This design comes from an exercise in tuning for small area, a short achievable clock period and few clock cycles per item on the open sky130 flow, not from production work. The RTL was checked by simulation tests, not by an equivalence proof against the original design. Power figures rest on the tool's default switching activity, not on a simulated workload.

main:
## ddp
module ddp #(
    parameter MAX_PAYLOAD_BYTES = 16
) (
    input  wire        clk,
    input  wire        rst,
    input  wire        bus_valid,
    input  wire        bus_we,
    input  wire [1:0]  bus_size,
    input  wire [18:0] bus_addr,
    input  wire [31:0] bus_wdata,
    output reg         rsp_valid,
    output reg         rsp_err,
    output wire [31:0] rsp_rdata
);
Size: ~6500 cells after synthesis, about 770 flip-flops.
export LEC_CHECK = 0
export ABC_CLOCK_PERIOD_IN_PS = 4000
export CAP_MARGIN = 20
export CORE_MARGIN = 2
export CORE_UTILIZATION = 45
export PLACE_DENSITY = 0.6
export SETUP_SLACK_MARGIN = 5
export SLEW_MARGIN = 20
create_clock -name core_clock -period 12.5 [get_ports {clk}]
standard.sh (not shown) runs the stock make flow with config.mk's settings and CLKGATE_MAP_FILE= SYNTH_SCRIPT=/design/flow/synth_recipe.tcl, a recipe that flattens the netlist after the stock synthesis.
==> flow/flow/run.sh <==
#!/bin/bash
set -euo pipefail
bash standard.sh SETUP_SLACK_MARGIN=7 finish > standard_flow.log 2>&1
Both conditions hold for main: the flow ran to the end and the final layout passed the timing, design-rule and antenna checks.
Testbench counts of main, summed over its fixed seeds: cycles 28,790, items 2,883.
The inputs of the feature branch differ from those of main as listed below.
--- a/flow/design.v
+++ b/flow/design.v
@@ -46,23 +46,22 @@
     reg [4:0]   sp_r, tp_r, mtp_r;
     reg [4:0]   fcnt;           
     reg [4:0]   fend   [0:MT-1];    
     reg [3:0]   fdv    [0:MF-1];    
     reg [2:0]   state;
     reg [2:0]   pend_err;
     reg         pend_ddv;
     reg [7:0]   cur;
     reg [5:0]   kidx;
     reg         fresh;
     reg [5:0]   pt_q;           
-    reg [12:0]  pde_q;          
     reg         pf_q;           
     reg         pbw_q;          
     reg [62:0]  w1;             
     reg [4:0]   alo;            
     reg [7:0]   amt_q;          
     reg [31:0]  pre_q;
     reg         dti_q, dti_h_q, fdi_q;
     reg [4:0]   fb_q;
     wire [127:0] sb;
     genvar gi;
     generate
@@ -126,43 +125,35 @@
         end
     endgenerate
     reg  [5:0] p_t;
     integer    hi;
     always @(*) begin
         p_t = 6'd0;
         for (hi = 43; hi >= 0; hi = hi - 1)
             if (stp[hi]) p_t = hi;
     end
     wire [4:0]  h_dv   = {sb[127-35], sb[127-36], sb[127-37], sb[127-38], sb[127-39]};
     wire [5:0]  h_d1   = {1'b0, h_dv} + 6'd1;
-    wire [5:0]  p_T    = p_t + 6'd1;
-    wire [10:0] p_prod = p_T * h_dv;                       
-    wire [12:0] p_de   = 13'd40 + {5'd0, p_T, 2'b00} + {1'b0, p_prod, 1'b0};   
-    wire [5:0]  h_T    = pt_q;
-    wire [12:0] h_de   = pde_q;
+    wire [5:0]  h_T    = pt_q + 6'd1;
+    wire [10:0] h_prod = h_T * h_dv;                       
+    wire [12:0] h_de   = 13'd40 + {5'd0, h_T, 2'b00} + {1'b0, h_prod, 1'b0};   
     wire        h_fail = !pf_q || (h_de > {5'd0, L8});
     function [5:0] ns_width;           
         input [31:0] n;
-        reg   [4:0]  msb;
-        reg          above, np2;
+        reg   [31:0] nm1;
         integer i;
         begin
-            msb = 5'd0;
-            above = 1'b0;
-            np2 = 1'b0;
-            for (i = 31; i >= 0; i = i - 1) begin
-                if (n[i] && above) np2 = 1'b1;
-                if (n[i] && !above) msb = i;
-                above = above | n[i];
-            end
-            ns_width = {1'b0, msb} + {5'd0, np2};
+            nm1 = n - 32'd1;
+            ns_width = 6'd0;
+            for (i = 0; i < 32; i = i + 1)
+                if (nm1[i]) ns_width = i + 1;
         end
     endfunction
     function [32:0] lowmask;           
         input [5:0] n;
         integer i;
         begin
             for (i = 0; i < 33; i = i + 1)
                 lowmask[i] = (i < n);
         end
     endfunction
     wire        p_hi  = |arg0[31:8];
@@ -416,41 +407,40 @@
     wire [15:0] pb_we;
     generate
         for (gi = 0; gi < PB; gi = gi + 1) begin : g_pbwe
             assign pb_we[gi] = pb_in && (word ? (a[3:2] == gi / 4) : (a[3:0] == gi));
         end
     endgenerate
     always @(*) begin
         if (issue && i_ext)
             amt_d = arg0[7:0] + arg1[7:0];
         else if (issue && i_ns)
             amt_d = arg0[7:0] + {2'd0, ns_wc};
-        else
+        else if (hdr_go)
             amt_d = h_de[7:0] + 8'd32;
-        if (state == S_SCAN)
+        else if (state == S_SCAN)
             amt_d = amt_q + {4'd0, s_cons};      
-        if (!busy_next)
+        else
             amt_d = dti_amt;
     end
     assign src_p_d = busy_next;
     wire busy_next = issue || (st_busy && !(state == S_FIN || state == S_EXT || state == S_NS || state == S_LK || s_end));
     integer i;
     always @(posedge clk) begin
         pre_q   <= pre_d;
         dti_q   <= word && (a[18:16] == 3'd2) && kd_ok;
         dti_h_q <= a[2];
         fdi_q   <= word && (a[18:16] == 3'd3) && k_ok;
         fb_q    <= f_end;
-        if (issue) ns_w <= c_ext ? arg1[5:0] : ns_wc;    
-        pt_q    <= p_T;
-        pde_q   <= p_de;
+        if (issue) ns_w <= ns_wc;
+        pt_q    <= p_t;
         pf_q    <= |stp;
         pbw_q   <= |pb_we;
         if (rst) begin
             rsp_valid   <= 1'b0;
             rsp_err     <= 1'b0;
             len_r       <= 12'd0;
             arg0        <= 32'd0;
             arg1        <= 32'd0;
             res0        <= 32'd0;
             res1_lo     <= 6'd0;
             res1_hi     <= 5'd0;
@@ -493,23 +483,23 @@
                     st_done <= 1'b1;
                     state   <= S_IDLE;
                     res1_hi <= 5'd0;
                     bigv    <= arg0;
                     cur_big <= 1'b0;
                     err_s   <= 8'd0;
                     if (ex_oor) begin
                         st_err <= ERR_OOR; err_big <= 1'b1;
                         res0 <= 32'd0; res1_lo <= 6'd0; cur_s <= 8'd0;
                     end else begin
                         st_err <= ERR_OK; err_big <= 1'b0;
-                        res0 <= win & ns_lm[31:0];
+                        res0 <= win & lowmask(arg1[5:0]);
                         res1_lo <= arg1[5:0];
                         cur_s <= ex_end[7:0];
                     end
                 end
                 S_NS: begin
                     st_busy <= 1'b0;
                     st_done <= 1'b1;
                     state   <= S_IDLE;
                     res1_hi <= 5'd0;
                     bigv    <= arg0;
                     if (arg1 == 32'd0 || (arg1 != 32'd1 && ns_f1)) begin
==> comparison <==
- No stage failed in the feature branch, and the final checks on the layout all came back clean.
- On post-route standard cell area excluding fillers, the feature branch tracks main almost exactly.
- Via count: main vs the feature branch, no meaningful difference
- main → the feature branch: combinational share of power -3.0 points; initial antenna violation count went up by about 3.3%; count of clock-buffer cells in the layout moved up.
- Summary: worst setup slack, the feature branch better than main
Testbench counts of the feature branch, summed over its fixed seeds: cycles 28,790, items 2,883.

==> what the ideal ports hide <==
No port has a modelled driver above. Below, the same layouts with a new extraction and two added sets of constraints.
Step 1 (the two cells are an assumption about what drives the block):
set clk [get_ports {clk}]
set_driving_cell -lib_cell sky130_fd_sc_hd__clkbuf_16 $clk
set_driving_cell -lib_cell sky130_fd_sc_hd__buf_2 [delete_from_list [all_inputs] $clk]
Step 2, shift: input delay + t, output delay - t, t = (earliest + latest rising clock arrival at the registers) / 2. This alone moves slack from input paths to output paths.
Three values: ideal ports, drivers, drivers and shift; two values: the first two.
run | t, ns | slack for setup (ns) | worst setup path after step 2 | slew at the worst register clock pin (ns)
main | 0.809 | 5.856 / 5.856 / 5.480 | input to register | 0.07 / 0.07
the feature branch | 0.797 | 6.048 / 6.048 / 5.540 | input to register | 0.07 / 0.07
After both steps setup and hold are still met in every run listed. The setup slack of the feature branch, which loses most, moves by 0.000 ns with the drivers and by -0.508 ns with both steps.
